Background: an optimization exercise with open tools, aiming at small area, a short achievable clock period and few clock cycles. Do not read the settings as production practice.
No functional check of the RTL was part of any run shown here.
Power and IR drop assume default switching activity.

## flow/config.mk

```make
export PLATFORM = sky130hd
export DESIGN_NAME = strv2_vlc_enc
export DESIGN_NICKNAME = strv2_vlc_enc
export VERILOG_FILES = /design/flow/design.v
export SDC_FILE = /design/flow/constraint.sdc
export NUM_CORES = 4
export LEC_CHECK = 0
export CAP_MARGIN = 20
export CORE_MARGIN = 2
export CORE_UTILIZATION = 40
export PLACE_DENSITY = 0.6
export SLEW_MARGIN = 20
```

## flow/run.sh

```bash
#!/bin/bash
# synth_recipe.tcl (not shown) runs the flow's synth.tcl, then flattens the netlist and writes it again
# the make line also repeats each setting of config.mk as NAME=value (left out here)
make -C /OpenROAD-flow-scripts/flow DESIGN_CONFIG=/design/flow/config.mk WORK_HOME=/design/flow/orfs CLKGATE_MAP_FILE= SYNTH_SCRIPT=/design/flow/synth_recipe.tcl finish
```

## flow/constraint.sdc

```tcl
create_clock -name core_clock -period 10.0 [get_ports {clk}]
set_input_delay 2.0000 -clock core_clock [delete_from_list [all_inputs] [get_ports {clk}]]
set_output_delay 2.0000 -clock core_clock [all_outputs]
set_load 0.01 [all_outputs]
```

## flow/design.v

```verilog
module strv2_ac_lookup (
    input  wire [5:0]  run,
    input  wire [9:0]  level,
    output reg         hit,
    output reg  [16:0] code,
    output reg  [4:0]  len
);
    always @(*) begin
        hit = 1'b1; code = 17'd0; len = 5'd0;
        case ({run, level})
            {6'd0, 10'd1}: begin code = 17'b11000000000000000; len = 5'd3; end
            {6'd0, 10'd1023}: begin code = 17'b11100000000000000; len = 5'd3; end
            {6'd1, 10'd1}: begin code = 17'b01100000000000000; len = 5'd4; end
            {6'd1, 10'd1023}: begin code = 17'b01110000000000000; len = 5'd4; end
            {6'd0, 10'd2}: begin code = 17'b01000000000000000; len = 5'd5; end
            {6'd0, 10'd1022}: begin code = 17'b01001000000000000; len = 5'd5; end
            {6'd2, 10'd1}: begin code = 17'b01010000000000000; len = 5'd5; end
            {6'd2, 10'd1023}: begin code = 17'b01011000000000000; len = 5'd5; end
            {6'd0, 10'd3}: begin code = 17'b00101000000000000; len = 5'd6; end
            {6'd0, 10'd1021}: begin code = 17'b00101100000000000; len = 5'd6; end
            {6'd4, 10'd1}: begin code = 17'b00110000000000000; len = 5'd6; end
            {6'd4, 10'd1023}: begin code = 17'b00110100000000000; len = 5'd6; end
            {6'd3, 10'd1}: begin code = 17'b00111000000000000; len = 5'd6; end
            {6'd3, 10'd1023}: begin code = 17'b00111100000000000; len = 5'd6; end
            {6'd7, 10'd1}: begin code = 17'b00010000000000000; len = 5'd7; end
            {6'd7, 10'd1023}: begin code = 17'b00010010000000000; len = 5'd7; end
            {6'd6, 10'd1}: begin code = 17'b00010100000000000; len = 5'd7; end
            {6'd6, 10'd1023}: begin code = 17'b00010110000000000; len = 5'd7; end
            {6'd1, 10'd2}: begin code = 17'b00011000000000000; len = 5'd7; end
            {6'd1, 10'd1022}: begin code = 17'b00011010000000000; len = 5'd7; end
            {6'd5, 10'd1}: begin code = 17'b00011100000000000; len = 5'd7; end
            {6'd5, 10'd1023}: begin code = 17'b00011110000000000; len = 5'd7; end
            {6'd2, 10'd2}: begin code = 17'b00001000000000000; len = 5'd8; end
            {6'd2, 10'd1022}: begin code = 17'b00001001000000000; len = 5'd8; end
            {6'd9, 10'd1}: begin code = 17'b00001010000000000; len = 5'd8; end
            {6'd9, 10'd1023}: begin code = 17'b00001011000000000; len = 5'd8; end
            {6'd0, 10'd4}: begin code = 17'b00001100000000000; len = 5'd8; end
            {6'd0, 10'd1020}: begin code = 17'b00001101000000000; len = 5'd8; end
            {6'd8, 10'd1}: begin code = 17'b00001110000000000; len = 5'd8; end
            {6'd8, 10'd1023}: begin code = 17'b00001111000000000; len = 5'd8; end
            {6'd13, 10'd1}: begin code = 17'b00100000000000000; len = 5'd9; end
            {6'd13, 10'd1023}: begin code = 17'b00100000100000000; len = 5'd9; end
            {6'd0, 10'd6}: begin code = 17'b00100001000000000; len = 5'd9; end
            {6'd0, 10'd1018}: begin code = 17'b00100001100000000; len = 5'd9; end
            {6'd12, 10'd1}: begin code = 17'b00100010000000000; len = 5'd9; end
            {6'd12, 10'd1023}: begin code = 17'b00100010100000000; len = 5'd9; end
            {6'd11, 10'd1}: begin code = 17'b00100011000000000; len = 5'd9; end
            {6'd11, 10'd1023}: begin code = 17'b00100011100000000; len = 5'd9; end
            {6'd3, 10'd2}: begin code = 17'b00100100000000000; len = 5'd9; end
            {6'd3, 10'd1022}: begin code = 17'b00100100100000000; len = 5'd9; end
            {6'd1, 10'd3}: begin code = 17'b00100101000000000; len = 5'd9; end
            {6'd1, 10'd1021}: begin code = 17'b00100101100000000; len = 5'd9; end
            {6'd0, 10'd5}: begin code = 17'b00100110000000000; len = 5'd9; end
            {6'd0, 10'd1019}: begin code = 17'b00100110100000000; len = 5'd9; end
            {6'd10, 10'd1}: begin code = 17'b00100111000000000; len = 5'd9; end
            {6'd10, 10'd1023}: begin code = 17'b00100111100000000; len = 5'd9; end
            {6'd16, 10'd1}: begin code = 17'b00000010000000000; len = 5'd11; end
            {6'd16, 10'd1023}: begin code = 17'b00000010001000000; len = 5'd11; end
            {6'd5, 10'd2}: begin code = 17'b00000010010000000; len = 5'd11; end
            {6'd5, 10'd1022}: begin code = 17'b00000010011000000; len = 5'd11; end
            {6'd0, 10'd7}: begin code = 17'b00000010100000000; len = 5'd11; end
            {6'd0, 10'd1017}: begin code = 17'b00000010101000000; len = 5'd11; end
            {6'd2, 10'd3}: begin code = 17'b00000010110000000; len = 5'd11; end
            {6'd2, 10'd1021}: begin code = 17'b00000010111000000; len = 5'd11; end
            {6'd1, 10'd4}: begin code = 17'b00000011000000000; len = 5'd11; end
            {6'd1, 10'd1020}: begin code = 17'b00000011001000000; len = 5'd11; end
            {6'd15, 10'd1}: begin code = 17'b00000011010000000; len = 5'd11; end
            {6'd15, 10'd1023}: begin code = 17'b00000011011000000; len = 5'd11; end
            {6'd14, 10'd1}: begin code = 17'b00000011100000000; len = 5'd11; end
            {6'd14, 10'd1023}: begin code = 17'b00000011101000000; len = 5'd11; end
            {6'd4, 10'd2}: begin code = 17'b00000011110000000; len = 5'd11; end
            {6'd4, 10'd1022}: begin code = 17'b00000011111000000; len = 5'd11; end
            {6'd0, 10'd11}: begin code = 17'b00000001000000000; len = 5'd13; end
            {6'd0, 10'd1013}: begin code = 17'b00000001000010000; len = 5'd13; end
            {6'd8, 10'd2}: begin code = 17'b00000001000100000; len = 5'd13; end
            {6'd8, 10'd1022}: begin code = 17'b00000001000110000; len = 5'd13; end
            {6'd4, 10'd3}: begin code = 17'b00000001001000000; len = 5'd13; end
            {6'd4, 10'd1021}: begin code = 17'b00000001001010000; len = 5'd13; end
            {6'd0, 10'd10}: begin code = 17'b00000001001100000; len = 5'd13; end
            {6'd0, 10'd1014}: begin code = 17'b00000001001110000; len = 5'd13; end
            {6'd2, 10'd4}: begin code = 17'b00000001010000000; len = 5'd13; end
            {6'd2, 10'd1020}: begin code = 17'b00000001010010000; len = 5'd13; end
            {6'd7, 10'd2}: begin code = 17'b00000001010100000; len = 5'd13; end
            {6'd7, 10'd1022}: begin code = 17'b00000001010110000; len = 5'd13; end
            {6'd21, 10'd1}: begin code = 17'b00000001011000000; len = 5'd13; end
            {6'd21, 10'd1023}: begin code = 17'b00000001011010000; len = 5'd13; end
            {6'd20, 10'd1}: begin code = 17'b00000001011100000; len = 5'd13; end
            {6'd20, 10'd1023}: begin code = 17'b00000001011110000; len = 5'd13; end
            {6'd0, 10'd9}: begin code = 17'b00000001100000000; len = 5'd13; end
            {6'd0, 10'd1015}: begin code = 17'b00000001100010000; len = 5'd13; end
            {6'd19, 10'd1}: begin code = 17'b00000001100100000; len = 5'd13; end
            {6'd19, 10'd1023}: begin code = 17'b00000001100110000; len = 5'd13; end
            {6'd18, 10'd1}: begin code = 17'b00000001101000000; len = 5'd13; end
            {6'd18, 10'd1023}: begin code = 17'b00000001101010000; len = 5'd13; end
            {6'd1, 10'd5}: begin code = 17'b00000001101100000; len = 5'd13; end
            {6'd1, 10'd1019}: begin code = 17'b00000001101110000; len = 5'd13; end
            {6'd3, 10'd3}: begin code = 17'b00000001110000000; len = 5'd13; end
            {6'd3, 10'd1021}: begin code = 17'b00000001110010000; len = 5'd13; end
            {6'd0, 10'd8}: begin code = 17'b00000001110100000; len = 5'd13; end
            {6'd0, 10'd1016}: begin code = 17'b00000001110110000; len = 5'd13; end
            {6'd6, 10'd2}: begin code = 17'b00000001111000000; len = 5'd13; end
            {6'd6, 10'd1022}: begin code = 17'b00000001111010000; len = 5'd13; end
            {6'd17, 10'd1}: begin code = 17'b00000001111100000; len = 5'd13; end
            {6'd17, 10'd1023}: begin code = 17'b00000001111110000; len = 5'd13; end
            {6'd10, 10'd2}: begin code = 17'b00000000100000000; len = 5'd14; end
            {6'd10, 10'd1022}: begin code = 17'b00000000100001000; len = 5'd14; end
            {6'd9, 10'd2}: begin code = 17'b00000000100010000; len = 5'd14; end
            {6'd9, 10'd1022}: begin code = 17'b00000000100011000; len = 5'd14; end
            {6'd5, 10'd3}: begin code = 17'b00000000100100000; len = 5'd14; end
            {6'd5, 10'd1021}: begin code = 17'b00000000100101000; len = 5'd14; end
            {6'd3, 10'd4}: begin code = 17'b00000000100110000; len = 5'd14; end
            {6'd3, 10'd1020}: begin code = 17'b00000000100111000; len = 5'd14; end
            {6'd2, 10'd5}: begin code = 17'b00000000101000000; len = 5'd14; end
            {6'd2, 10'd1019}: begin code = 17'b00000000101001000; len = 5'd14; end
            {6'd1, 10'd7}: begin code = 17'b00000000101010000; len = 5'd14; end
            {6'd1, 10'd1017}: begin code = 17'b00000000101011000; len = 5'd14; end
            {6'd1, 10'd6}: begin code = 17'b00000000101100000; len = 5'd14; end
            {6'd1, 10'd1018}: begin code = 17'b00000000101101000; len = 5'd14; end
            {6'd0, 10'd15}: begin code = 17'b00000000101110000; len = 5'd14; end
            {6'd0, 10'd1009}: begin code = 17'b00000000101111000; len = 5'd14; end
            {6'd0, 10'd14}: begin code = 17'b00000000110000000; len = 5'd14; end
            {6'd0, 10'd1010}: begin code = 17'b00000000110001000; len = 5'd14; end
            {6'd0, 10'd13}: begin code = 17'b00000000110010000; len = 5'd14; end
            {6'd0, 10'd1011}: begin code = 17'b00000000110011000; len = 5'd14; end
            {6'd0, 10'd12}: begin code = 17'b00000000110100000; len = 5'd14; end
            {6'd0, 10'd1012}: begin code = 17'b00000000110101000; len = 5'd14; end
            {6'd26, 10'd1}: begin code = 17'b00000000110110000; len = 5'd14; end
            {6'd26, 10'd1023}: begin code = 17'b00000000110111000; len = 5'd14; end
            {6'd25, 10'd1}: begin code = 17'b00000000111000000; len = 5'd14; end
            {6'd25, 10'd1023}: begin code = 17'b00000000111001000; len = 5'd14; end
            {6'd24, 10'd1}: begin code = 17'b00000000111010000; len = 5'd14; end
            {6'd24, 10'd1023}: begin code = 17'b00000000111011000; len = 5'd14; end
            {6'd23, 10'd1}: begin code = 17'b00000000111100000; len = 5'd14; end
            {6'd23, 10'd1023}: begin code = 17'b00000000111101000; len = 5'd14; end
            {6'd22, 10'd1}: begin code = 17'b00000000111110000; len = 5'd14; end
            {6'd22, 10'd1023}: begin code = 17'b00000000111111000; len = 5'd14; end
            {6'd0, 10'd31}: begin code = 17'b00000000010000000; len = 5'd15; end
            {6'd0, 10'd993}: begin code = 17'b00000000010000100; len = 5'd15; end
            {6'd0, 10'd30}: begin code = 17'b00000000010001000; len = 5'd15; end
            {6'd0, 10'd994}: begin code = 17'b00000000010001100; len = 5'd15; end
            {6'd0, 10'd29}: begin code = 17'b00000000010010000; len = 5'd15; end
            {6'd0, 10'd995}: begin code = 17'b00000000010010100; len = 5'd15; end
            {6'd0, 10'd28}: begin code = 17'b00000000010011000; len = 5'd15; end
            {6'd0, 10'd996}: begin code = 17'b00000000010011100; len = 5'd15; end
            {6'd0, 10'd27}: begin code = 17'b00000000010100000; len = 5'd15; end
            {6'd0, 10'd997}: begin code = 17'b00000000010100100; len = 5'd15; end
            {6'd0, 10'd26}: begin code = 17'b00000000010101000; len = 5'd15; end
            {6'd0, 10'd998}: begin code = 17'b00000000010101100; len = 5'd15; end
            {6'd0, 10'd25}: begin code = 17'b00000000010110000; len = 5'd15; end
            {6'd0, 10'd999}: begin code = 17'b00000000010110100; len = 5'd15; end
            {6'd0, 10'd24}: begin code = 17'b00000000010111000; len = 5'd15; end
            {6'd0, 10'd1000}: begin code = 17'b00000000010111100; len = 5'd15; end
            {6'd0, 10'd23}: begin code = 17'b00000000011000000; len = 5'd15; end
            {6'd0, 10'd1001}: begin code = 17'b00000000011000100; len = 5'd15; end
            {6'd0, 10'd22}: begin code = 17'b00000000011001000; len = 5'd15; end
            {6'd0, 10'd1002}: begin code = 17'b00000000011001100; len = 5'd15; end
            {6'd0, 10'd21}: begin code = 17'b00000000011010000; len = 5'd15; end
            {6'd0, 10'd1003}: begin code = 17'b00000000011010100; len = 5'd15; end
            {6'd0, 10'd20}: begin code = 17'b00000000011011000; len = 5'd15; end
            {6'd0, 10'd1004}: begin code = 17'b00000000011011100; len = 5'd15; end
            {6'd0, 10'd19}: begin code = 17'b00000000011100000; len = 5'd15; end
            {6'd0, 10'd1005}: begin code = 17'b00000000011100100; len = 5'd15; end
            {6'd0, 10'd18}: begin code = 17'b00000000011101000; len = 5'd15; end
            {6'd0, 10'd1006}: begin code = 17'b00000000011101100; len = 5'd15; end
            {6'd0, 10'd17}: begin code = 17'b00000000011110000; len = 5'd15; end
            {6'd0, 10'd1007}: begin code = 17'b00000000011110100; len = 5'd15; end
            {6'd0, 10'd16}: begin code = 17'b00000000011111000; len = 5'd15; end
            {6'd0, 10'd1008}: begin code = 17'b00000000011111100; len = 5'd15; end
            {6'd0, 10'd40}: begin code = 17'b00000000001000000; len = 5'd16; end
            {6'd0, 10'd984}: begin code = 17'b00000000001000010; len = 5'd16; end
            {6'd0, 10'd39}: begin code = 17'b00000000001000100; len = 5'd16; end
            {6'd0, 10'd985}: begin code = 17'b00000000001000110; len = 5'd16; end
            {6'd0, 10'd38}: begin code = 17'b00000000001001000; len = 5'd16; end
            {6'd0, 10'd986}: begin code = 17'b00000000001001010; len = 5'd16; end
            {6'd0, 10'd37}: begin code = 17'b00000000001001100; len = 5'd16; end
            {6'd0, 10'd987}: begin code = 17'b00000000001001110; len = 5'd16; end
            {6'd0, 10'd36}: begin code = 17'b00000000001010000; len = 5'd16; end
            {6'd0, 10'd988}: begin code = 17'b00000000001010010; len = 5'd16; end
            {6'd0, 10'd35}: begin code = 17'b00000000001010100; len = 5'd16; end
            {6'd0, 10'd989}: begin code = 17'b00000000001010110; len = 5'd16; end
            {6'd0, 10'd34}: begin code = 17'b00000000001011000; len = 5'd16; end
            {6'd0, 10'd990}: begin code = 17'b00000000001011010; len = 5'd16; end
            {6'd0, 10'd33}: begin code = 17'b00000000001011100; len = 5'd16; end
            {6'd0, 10'd991}: begin code = 17'b00000000001011110; len = 5'd16; end
            {6'd0, 10'd32}: begin code = 17'b00000000001100000; len = 5'd16; end
            {6'd0, 10'd992}: begin code = 17'b00000000001100010; len = 5'd16; end
            {6'd1, 10'd14}: begin code = 17'b00000000001100100; len = 5'd16; end
            {6'd1, 10'd1010}: begin code = 17'b00000000001100110; len = 5'd16; end
            {6'd1, 10'd13}: begin code = 17'b00000000001101000; len = 5'd16; end
            {6'd1, 10'd1011}: begin code = 17'b00000000001101010; len = 5'd16; end
            {6'd1, 10'd12}: begin code = 17'b00000000001101100; len = 5'd16; end
            {6'd1, 10'd1012}: begin code = 17'b00000000001101110; len = 5'd16; end
            {6'd1, 10'd11}: begin code = 17'b00000000001110000; len = 5'd16; end
            {6'd1, 10'd1013}: begin code = 17'b00000000001110010; len = 5'd16; end
            {6'd1, 10'd10}: begin code = 17'b00000000001110100; len = 5'd16; end
            {6'd1, 10'd1014}: begin code = 17'b00000000001110110; len = 5'd16; end
            {6'd1, 10'd9}: begin code = 17'b00000000001111000; len = 5'd16; end
            {6'd1, 10'd1015}: begin code = 17'b00000000001111010; len = 5'd16; end
            {6'd1, 10'd8}: begin code = 17'b00000000001111100; len = 5'd16; end
            {6'd1, 10'd1016}: begin code = 17'b00000000001111110; len = 5'd16; end
            {6'd1, 10'd18}: begin code = 17'b00000000000100000; len = 5'd17; end
            {6'd1, 10'd1006}: begin code = 17'b00000000000100001; len = 5'd17; end
            {6'd1, 10'd17}: begin code = 17'b00000000000100010; len = 5'd17; end
            {6'd1, 10'd1007}: begin code = 17'b00000000000100011; len = 5'd17; end
            {6'd1, 10'd16}: begin code = 17'b00000000000100100; len = 5'd17; end
            {6'd1, 10'd1008}: begin code = 17'b00000000000100101; len = 5'd17; end
            {6'd1, 10'd15}: begin code = 17'b00000000000100110; len = 5'd17; end
            {6'd1, 10'd1009}: begin code = 17'b00000000000100111; len = 5'd17; end
            {6'd6, 10'd3}: begin code = 17'b00000000000101000; len = 5'd17; end
            {6'd6, 10'd1021}: begin code = 17'b00000000000101001; len = 5'd17; end
            {6'd16, 10'd2}: begin code = 17'b00000000000101010; len = 5'd17; end
            {6'd16, 10'd1022}: begin code = 17'b00000000000101011; len = 5'd17; end
            {6'd15, 10'd2}: begin code = 17'b00000000000101100; len = 5'd17; end
            {6'd15, 10'd1022}: begin code = 17'b00000000000101101; len = 5'd17; end
            {6'd14, 10'd2}: begin code = 17'b00000000000101110; len = 5'd17; end
            {6'd14, 10'd1022}: begin code = 17'b00000000000101111; len = 5'd17; end
            {6'd13, 10'd2}: begin code = 17'b00000000000110000; len = 5'd17; end
            {6'd13, 10'd1022}: begin code = 17'b00000000000110001; len = 5'd17; end
            {6'd12, 10'd2}: begin code = 17'b00000000000110010; len = 5'd17; end
            {6'd12, 10'd1022}: begin code = 17'b00000000000110011; len = 5'd17; end
            {6'd11, 10'd2}: begin code = 17'b00000000000110100; len = 5'd17; end
            {6'd11, 10'd1022}: begin code = 17'b00000000000110101; len = 5'd17; end
            {6'd31, 10'd1}: begin code = 17'b00000000000110110; len = 5'd17; end
            {6'd31, 10'd1023}: begin code = 17'b00000000000110111; len = 5'd17; end
            {6'd30, 10'd1}: begin code = 17'b00000000000111000; len = 5'd17; end
            {6'd30, 10'd1023}: begin code = 17'b00000000000111001; len = 5'd17; end
            {6'd29, 10'd1}: begin code = 17'b00000000000111010; len = 5'd17; end
            {6'd29, 10'd1023}: begin code = 17'b00000000000111011; len = 5'd17; end
            {6'd28, 10'd1}: begin code = 17'b00000000000111100; len = 5'd17; end
            {6'd28, 10'd1023}: begin code = 17'b00000000000111101; len = 5'd17; end
            {6'd27, 10'd1}: begin code = 17'b00000000000111110; len = 5'd17; end
            {6'd27, 10'd1023}: begin code = 17'b00000000000111111; len = 5'd17; end
            default: hit = 1'b0;
        endcase
    end
endmodule
module strv2_vlc_enc (
    input  wire        clk,
    input  wire        rst,             
    input  wire        start,
    input  wire [15:0] cfg_mbtotal,     
    input  wire        in_valid,
    output wire        in_ready,
    input  wire [15:0] in_data,
    output reg         out_valid,
    input  wire        out_ready,
    output wire [15:0] out_data,
    output reg         done,            
    output reg         fault,           
    output reg  [1:0]  err_code,        
    output wire [31:0] code_count,      
    output wire [15:0] hdr_count,       
    output reg  [5:0]  qscale           
);
    localparam W = 48;                   
    localparam [15:0] EOD_WORD = 16'hFE00;
    localparam [1:0] S_IDLE = 2'd0,      
                     S_RUN  = 2'd1,      
                     S_FIN  = 2'd2,      
                     S_FLT  = 2'd3;      
    reg  [1:0]   st;
    reg          rdy;                    
    reg  [15:0]  ir;                     
    reg          ir_v;
    reg          dc_next;                
    reg  [2:0]   blk;                    
    reg  [15:0]  mb_rem;                 
    reg          last_mb;                
    reg  [15:0]  cnt;                    
    reg          cnt_hi;                 
    reg  [W-1:0] bb;                     
    reg  [5:0]   fill;                   
    assign in_ready   = rdy;
    assign out_data   = bb[W-1:W-16];
    assign code_count = {16'd0, cnt};
    assign hdr_count  = {cnt[15:6] + {9'd0, |cnt[5:0]}, 5'd0};
    wire [5:0] w_run = ir[15:10];
    wire       w_eod = (ir == EOD_WORD);
    wire       lk_hit;
    wire [16:0] lk_code;
    wire [4:0] lk_len;
    strv2_ac_lookup u_lookup (
        .run   (w_run),
        .level (ir[9:0]),
        .hit   (lk_hit),
        .code  (lk_code),
        .len   (lk_len)
    );
    wire last_blk   = (blk == 3'd5) && last_mb;
    wire dc_bad_q   = (w_run == 6'd0) || ((qscale != 6'd0) && (w_run != qscale));
    wire err_prog   = dc_next && w_eod;
    wire err_q      = dc_next && !w_eod && dc_bad_q;
    wire fin_eod    = !dc_next && w_eod && last_blk;
    wire err_cnt    = fin_eod && cnt_hi;     
    reg  [21:0] c_bits;                  
    reg  [4:0]  c_len;
    always @(*) begin
        if (dc_next) begin
            c_bits = {ir[9:0], 12'd0};
            c_len  = 5'd10;
        end else if (w_eod) begin
            if (fin_eod && !cnt_hi) begin
                c_bits = {2'b10, 11'b01111111110, 9'd0};
                c_len  = 5'd13;
            end else begin
                c_bits = {2'b10, 20'd0};
                c_len  = 5'd2;
            end
        end else if (lk_hit) begin
            c_bits = {lk_code, 5'd0};
            c_len  = lk_len;
        end else begin
            c_bits = {6'b000001, ir};
            c_len  = 5'd22;
        end
    end
    wire        room  = (fill <= W - 22);
    wire        go    = (st == S_RUN) && ir_v && room;
    wire        err   = go && (err_prog || err_q);
    wire        app   = go && !err_prog && !err_q;
    wire        drain = out_valid && out_ready;
    wire [W-1:0] ins    = {c_bits, {(W-22){1'b0}}} >> fill[4:0];
    wire [W-1:0] merged = app ? (bb | ins) : bb;
    wire [W-1:0] bb_nx  = drain ? {merged[W-17:0], 16'd0} : merged;
    wire [5:0]  fsum    = fill + (app ? {1'b0, c_len} : 6'd0);
    wire [5:0]  fill_nx = (st == S_FIN) ? (drain ? ((fill > 6'd16) ? fill - 6'd16 : 6'd0) : fill)
                                        : (drain ? fsum - 6'd16 : fsum);
    wire start_ok = start && (st != S_RUN);
    reg [1:0] st_nx;
    always @(*) begin
        st_nx = st;
        if (go && (err_prog || err_q || err_cnt))
            st_nx = S_FLT;
        else if (go && fin_eod)
            st_nx = S_FIN;
    end
    wire take  = rdy && in_valid;
    wire ir_v_nx = (st == S_RUN) ? ((take && !(go && (err_prog || err_q || fin_eod))) || (ir_v && !go))
                                 : 1'b0;
    always @(posedge clk) begin
        if (rdy)
            ir <= in_data;
        if (rst) begin
            st        <= S_IDLE;
            rdy       <= 1'b1;
            ir_v      <= 1'b0;
            out_valid <= 1'b0;
            done      <= 1'b0;
            fault     <= 1'b0;
            fill      <= 6'd0;
            err_code  <= 2'd0;
        end else if (start_ok) begin
            if (cfg_mbtotal == 16'd0) begin
                st       <= S_FLT;
                err_code <= 2'd2;
                fault    <= 1'b1;
                ir_v     <= 1'b0;
            end else begin
                st       <= S_RUN;
                err_code <= 2'd0;
                fault    <= 1'b0;
                ir_v     <= take;
            end
            rdy       <= 1'b1;
            done      <= 1'b0;
            out_valid <= 1'b0;
            fill      <= 6'd0;
            bb        <= {W{1'b0}};
            dc_next   <= 1'b1;
            blk       <= 3'd0;
            mb_rem    <= cfg_mbtotal;
            last_mb   <= (cfg_mbtotal == 16'd1);
            cnt       <= 16'd0;
            cnt_hi    <= 1'b0;
            qscale    <= 6'd0;
        end else begin
            st        <= st_nx;
            ir_v      <= ir_v_nx;
            bb        <= bb_nx;
            fill      <= fill_nx;
            rdy       <= (st_nx != S_RUN) || !ir_v_nx || (fill_nx <= W - 22);
            out_valid <= (st_nx == S_FIN) ? (fill_nx != 6'd0) : (fill_nx >= 6'd16);
            done      <= (st_nx == S_FIN) && (fill_nx == 6'd0);
            fault     <= (st_nx == S_FLT) && (fill_nx < 6'd16);
            if (err_prog && go)
                err_code <= 2'd2;
            else if ((err_q || err_cnt) && go)
                err_code <= 2'd1;
            if (app) begin
                cnt    <= cnt + 16'd1;
                if (&cnt[15:6] || (cnt == 16'hFFBF))
                    cnt_hi <= 1'b1;
                if (dc_next) begin
                    dc_next <= 1'b0;
                    qscale  <= w_run;
                end else if (w_eod) begin
                    dc_next <= 1'b1;
                    if (blk == 3'd5) begin
                        blk     <= 3'd0;
                        mb_rem  <= mb_rem - 16'd1;
                        last_mb <= (mb_rem == 16'd2);
                    end else begin
                        blk <= blk + 3'd1;
                    end
                end
            end
        end
    end
endmodule
```

==> results of run 1 <==
## critical path, cell delays in order, from the launching register on
cell and delay [ns]:
edfxtp_1 1.07, nand4_1 0.91, nor4_1 0.66, nor4_1 0.13, a21boi_1 0.16, and4_1 0.31, nand4_2 0.37, nor2_1 0.19
nor4b_1 0.48, a31oi_1 0.18, o21ai_0 0.33, inv_1 0.09, ha_1 0.28, a21o_1 0.17, a21oi_1 0.22, o21bai_1 0.09
a21oi_1 0.27, mux2i_1 0.26, a221o_1 0.22, nand2_1 0.10, nor4b_1 0.32
## path summary, 6_finish.rpt
path / endpoint / slack [ns] / cells after the start
worst max-delay path: done / 3.07 / 20
worst min-delay path: err_code[1] / 0.55 / 2
worst max register to register: done / 3.07 / 20
worst min register to register: err_code[1] / 0.55 / 2
## cells by family after synthesis
| family | count (synthesis) | synth area share [%] |
|---|---|---|
| buffers and inverters | 218 | 8.64 |
| adders and majority gates | 14 | 1.38 |
| xor gates and xnor gates | 43 | 2.85 |
| other | 1 | 0.0284 |
| muxes | 29 | 2.82 |
| AOI/OAI and AO/OA | 491 | 27.0 |
| and+or+nand+nor | 733 | 30.4 |
| DFF | 123 | 26.8 |
## through the flow
stage	hold slack (ns)	util [%]	worst slack [ns]	area, sq um	power (uW)
floorplan	0.494	-	4.97	13300	815
CTS	0.538	45.0	3.30	14600	1470
global route	0.574	45.0	2.64	14600	1520
finish	0.553	45.0	3.07	14600	1470
global placement	0.521	43.3	3.52	14100	918
detailed placement	0.527	43.4	3.32	14100	918
## placed cells by master (no fill, tap or decap), drive strengths merged, types with 18 or more instances in the layout
cell	netlist	final
a22oi	23	23
nand2	168	168
a21oi	66	66
xor2	18	18
nand3	69	69
a31oi	28	28
inv	29	30
clkbuf	70	20
nand4	30	30
buf	117	43
o211ai	19	19
o22ai	52	52
nor2	166	166
and2	27	27
nor4	67	67
o21ai	77	77
nor3	58	58
xnor2	25	25
a211oi	18	18
mux2i	18	18
edfxtp	108	108
conb	1	22
clkdlybuf4s50	0	90
## flip-flops by register name, summed over array words and instances (netlist names), 2 cells and up
signal    flops
bb           48
blk           3
fill          6
cnt          16
st            2
mb_rem       16
err_code      2
qscale        6
ir           16
## cell type report
cell class / instances / area, sq um
Antenna cell: 3 / 7.51
Timing Repair Buffer: 133 / 1220
Inverter: 31 / 116
Fill cell: 3300 / 17900
Multi-Input combinational cell: 1332 / 8680
Sequential cell: 123 / 3540
Clock inverter: 12 / 76.3
Tap cell: 442 / 553
Clock buffer: 20 / 437
## per-layer routing
metal	GRT usage (%)	up-vias	wire (um)
met4	24.8	4	4810
met3	8.86	272	6420
met1	48.4	7168	25200
met2	57.3	1076	28500
li1	-	6374	-
met5	0	-	24
## power by group
group	leakage [uW]	total, uW	internal, uW	switching [uW]
Clock	0.000243	556	313	242
Combinational	0.00349	295	106	188
Sequential	0.00118	624	592	32.6
Total	0.00491	1470	1010	463
==> impl_metrics.tcl, run 1 <==
set metrics [dict create \
    status "complete, no violations" \
    synth_warnings 2 \
    rows 66 \
    synth_area_leaders "edfxtp_1 (25%), nand2_1 (4.8%), nor2_1 (4.7%), buf_4 (3.0%), nor4_1 (2.8%)" \
    dp_cells 2061 \
    synthTopCellsByCount "nand2_1 (168), nor2_1 (165), edfxtp_1 (108), clkbuf_1 (70), o21ai_0 (70)" \
    grt_pass1_wl_um 95700 \
    setup_viol 0 \
    vdd_drop_max_v 0.000116 \
    grt_overflow 0 \
    timing.rr.start "ir[9]" \
    areaGrowthSynthToFinish_pct 10.8 \
    synth_edf_count 108 \
    powerDensity_nw_per_um2 101 \
    nNetsFinal 1689 \
    num_io_pins 113 \
    route.detailed.drc 0 \
    cts-resized-gates 0 \
    initial_core_util_pct 40.6 \
    die_h_um 186 \
    power.leakage_uw 0.00491 \
    cts_sinks 123 \
    htree_levels 4 \
    final_cells 2096 \
    die_x_um 186 \
    wire_per_inst_um 31.0 \
    yosysMostFrequentCell "nand2_1" \
    avgSynthCellArea_sq_um 8.00 \
    yosys.area.top_type "edfxtp_1" \
    worst_skew_pair.late_latency_ns 0.44 \
    setup_tns_ns 0 \
    grt_start_max_net_pins 57 \
    relSlewSlack_pct 9.06 \
    dieArea_sq_um 34500 \
    endpoint_kind "flop" \
    synth.distinct_cells 113 \
    finalCritPeriodShare_pct 69.3 \
    arrival_ns 7.26 \
    cts_root_buf "clkbuf_16" \
    synth_seq_cells 123 \
    max-cap-violations 0 \
    rsz0062_at_grt "no" \
    fin_skew_ns 0.0105 \
    min-delay-start "err_code[1]" \
    hold_buffers 0 \
    ys_seq_area_share_pct 26.8 \
    io_buffers 90 \
    worst_slew_pin_slew_ns 1.33 \
    min_period_ns 6.93 \
    synth_cells 1652 \
    grt_pass1_vias 13900 \
    grt_use_total_pct 37.9 \
    antenna_found_initial 5 \
    crit_type "reg -> reg" \
    ys.flop_type "edfxtp_1" \
    drive_gt1_share_pct 9.75 \
    cts_tree "yes" \
    drtIter0Drc 2337 \
    cts_buffer_depth 2 \
    hpwl_um 46700 \
    cts_made_buffers 17 \
    startpoint_type "flop" \
    core-area_sq_um 32500 \
    critPathMaxFanout 26 \
    slew_violations 0 \
    crit_path_start "ir[9]" \
    hold_viol_final 0 \
    netlist_area_sq_um 13200 \
    ant_nets 0 \
    clk_pin_slew_ns 0.06 \
    hp-class "reg -> reg" \
    gp_congestion 1.04 \
    timing.fmax_mhz 144 \
    cts_setup_buffers 0 \
    async_reset_ff_share_pct 0 \
    routed_wl_um 64900 \
    cp.required_ns 10.33 \
    dr.pass1.iters 9 \
    synth.top_cell.area_share_pct 24.5 \
    vias_per_cell 7.11 \
    vias 14900 \
]
==> run 2, diff against run 1 <==
--- a/flow/config.mk
+++ b/flow/config.mk
@@ -5,8 +5,10 @@
 export SDC_FILE = /design/flow/constraint.sdc
 export NUM_CORES = 4
 export LEC_CHECK = 0
+export ABC_CLOCK_PERIOD_IN_PS = 4000
 export CAP_MARGIN = 20
 export CORE_MARGIN = 2
 export CORE_UTILIZATION = 40
 export PLACE_DENSITY = 0.6
+export SETUP_SLACK_MARGIN = 5
 export SLEW_MARGIN = 20
==> run 2 against run 1 <==
  * Synthesized area is the same
  * Non-clock buffer count rose by 138
  * Die area is the same
  * Fmax grew 37%
  * Sequential share of layout area is 3.0 points lower
  * Sequential power is 2% lower
  * Utilization up 6.5 points
  * Clock-buffer cell count shrank 3
  * Largest cell class unchanged
  * Highest routed layer unchanged
==> impl_metrics.tcl, run 2 <==
set metrics [dict create \
    synth.distinct_cells 113 \
    grt_pass1_wl_um 96900 \
    endpoint_kind "flop" \
    placed_area_sq_um 14200 \
    dp_cells 2070 \
    die_x_um 186 \
    yosysMostFrequentCell "nand2_1" \
    grt_start_max_net_pins 57 \
    core-area_sq_um 32500 \
    startpoint_type "flop" \
    ant_nets 0 \
    cts_root_buf "clkbuf_16" \
    relSlewSlack_pct 27.0 \
    multi_input_area_sq_um 9330 \
    cp.required_ns 10.31 \
    crit_type "reg -> reg" \
    cts_tree "yes" \
    synth.top_cell.area_share_pct 24.5 \
    vdd_drop_max_v 0.0000897 \
    clock_power_share_pct 41.4 \
    fin_util_pct 51.5 \
    ys_seq_area_share_pct 26.8 \
    wire_per_inst_um 30.6 \
    n_antenna_cell 0 \
    die_h_um 186 \
    hp-class "reg -> reg" \
    worst_skew_pair.late_latency_ns 0.45 \
    cts_made_buffers 17 \
    synth_area_leaders "edfxtp_1 (25%), nand2_1 (4.8%), nor2_1 (4.7%), buf_4 (3.0%), nor4_1 (2.8%)" \
    combPwrFrac_pct 22.3 \
    largest_reg_flops 48 \
    grt_pass1_vias 14500 \
    route.detailed.drc 0 \
    finalCritPeriodShare_pct 50.8 \
    hold_viol_final 0 \
    cts_buffer_depth 2 \
    synthTopCellsByCount "nand2_1 (168), nor2_1 (165), edfxtp_1 (108), clkbuf_1 (70), o21ai_0 (70)" \
    timing.fmax_mhz 197 \
    routed_wl_um 68500 \
    initial_core_util_pct 40.6 \
    final_area_sq_um 16700 \
    register_area_sq_um 3540 \
    clk_pin_slew_ns 0.08 \
    grt_overflow 0 \
    final_cells 2238 \
    dr.pass1.iters 7 \
    critPathMaxFanout 33 \
    drtIter0Drc 2863 \
    synth_warnings 2 \
    powerDensity_nw_per_um2 101 \
    p_int_uw 1160 \
    setup_viol 0 \
    synth_seq_cells 123 \
    nNetsFinal 1834 \
    gp_congestion 1.06 \
    final_cell_mix "nand2_1 (164), nor2_1 (156), buf_4 (156), edfxtp_1 (108), clkdlybuf4s50_1 (90)" \
    arrival_ns 5.39 \
    yosys.area.top_type "edfxtp_1" \
    status "complete, no violations" \
    num_io_pins 113 \
    max-cap-violations 0 \
    layout_commonest_cell "nand2_1" \
    vias 16100 \
    setup_tns_ns 0 \
    synth_cells 1652 \
    slew_violations 0 \
    htree_levels 4 \
    p_seq_share_pct 36.3 \
    grt_use_total_pct 38.1 \
    async_reset_ff_share_pct 0 \
    setup_ws_ns 4.92 \
    avgSynthCellArea_sq_um 8.00 \
    switching_share_pct 31.2 \
    fin_skew_ns 0.0286 \
    areaGrowthSynthToFinish_pct 26.7 \
    power.leakage_uw 0.00593 \
    io_buffers 90 \
    rows 66 \
    netlist_area_sq_um 13200 \
    worst_slew_pin_slew_ns 1.09 \
    dieArea_sq_um 34500 \
    switchingPower_uw 526 \
    ys.flop_type "edfxtp_1" \
    top_register "bb" \
    cts_sinks 123 \
    rsz0062_at_grt "yes" \
    vias_per_cell 7.18 \
    synth_edf_count 108 \
    hpwl_um 44900 \
    dpl_worst_slack_ns 3.60 \
    drive_gt1_share_pct 21.7 \
    antenna_found_initial 3 \
    min_period_ns 5.08 \
    nFillCells 3149 \
]
## run 2: cell type report
type                            count  share of cell area (%)
Clock inverter                     15                    1.26
Multi-Input combinational cell   1339                    55.7
Inverter                           31                   0.695
Timing Repair Buffer              271                    15.3
Sequential cell                   123                    21.2
Clock buffer                       17                    2.54
Tap cell                          442                    3.30
## run 2: cell families (layout without fill, tap and decap cells)
kind of cell | count (synthesis) | after routing | share of synthesized area [%]
buffers and inverters | 218 | 334 | 8.64
DFF | 123 | 123 | 26.8
AOI/OAI and AO/OA | 491 | 491 | 27.0
adders and majority gates | 14 | 14 | 1.38
other | 1 | 22 | 0.0284
and+or+nand+nor | 733 | 740 | 30.4
muxes | 29 | 29 | 2.82
xor gates and xnor gates | 43 | 43 | 2.85
## run 2: power groups by stage
stage,combinational (uW),clock [uW],sequential [uW]
after floorplan,197,0,618
after global placement,292,0,628
after detailed placement,291,0,629
after CTS,331,700,612
after global routing,392,720,616
final,376,697,612
## run 2: metal layers
metal	GRT usage, %	share of wire [%]	vias up
li1	-	-	6685
met1	50.0	38	7619
met2	54.2	40	1377
met3	12.5	14	385
met4	22.5	7.6	4
met5	0	0.11	-
## run 2: worst paths after layout
check	startpoint	to	slack (ns)	cells past startpoint
max reg2reg	ir[10]	out_valid	4.92	21
max	ir[10]	out_valid	4.92	21
min	err_code[1]	err_code[1]	0.50	2
min reg2reg	err_code[1]	err_code[1]	0.50	2
## run 2: critical path, cell delays in order, from the launching register on
cell and delay [ns]:
edfxtp_1 0.38, buf_12 0.21, nand4b_4 0.42, nor4_1 0.12, a21o_1 0.19, or4_4 0.60
or4_4 0.62, nor4b_4 0.31, a31oi_1 0.13, o21ai_2 0.21, inv_1 0.06, ha_1 0.27
a21o_1 0.17, a21oi_2 0.15, o21bai_1 0.11, a21oi_2 0.22, a41oi_2 0.13, nor2_1 0.17
a221o_1 0.18, nand2_2 0.09, a21oi_2 0.12, nor2_1 0.05
## run 2: what timing repair did
action | 4_1_cts | 5_1_grt
pin swaps | 20 | 37
hold buffers | 0 | 0
cloned | 6 | 6
setup buffers | 68 | 56
endpoints found under the setup margin | 56 | 58
resized for setup | 97 | 59
## run 2: stage by stage
stage | power, uW | hold slack [ns]
after floorplan | 815 | 0.494
after global placement | 920 | 0.487
after detailed placement | 920 | 0.488
after CTS | 1640 | 0.502
after global routing | 1730 | 0.530
final | 1690 | 0.505

## port drivers added, routing unchanged
No port has a modelled driver above. Below, the same layouts with a new extraction and two added sets of constraints. Step 1: set_driving_cell puts a clkbuf_16 on clk and a buf_2 on each other input, an assumption about the parent block. Step 2 times the ports against the registers' clock, not the clock port: input delays grow and output delays shrink by t, the midpoint of the rising clock arrivals with the driver on. Slacks: ideal ports / drivers / drivers and shift; pairs: ideal ports / drivers.
run | shift t [ns] | setup WS [ns] | clock arrival spread, ns | pins driven straight from the clock port
run 1 | 0.477 | 3.065 / 3.065 / 3.065 | 0.011 / 0.010 | 1
run 2 | 0.490 | 4.924 / 4.924 / 4.788 | 0.029 / 0.029 | 1
After both steps every run listed still meets setup and hold. The setup slack of run 2, which loses most, moves by 0.000 ns with the drivers and by -0.136 ns with both steps.
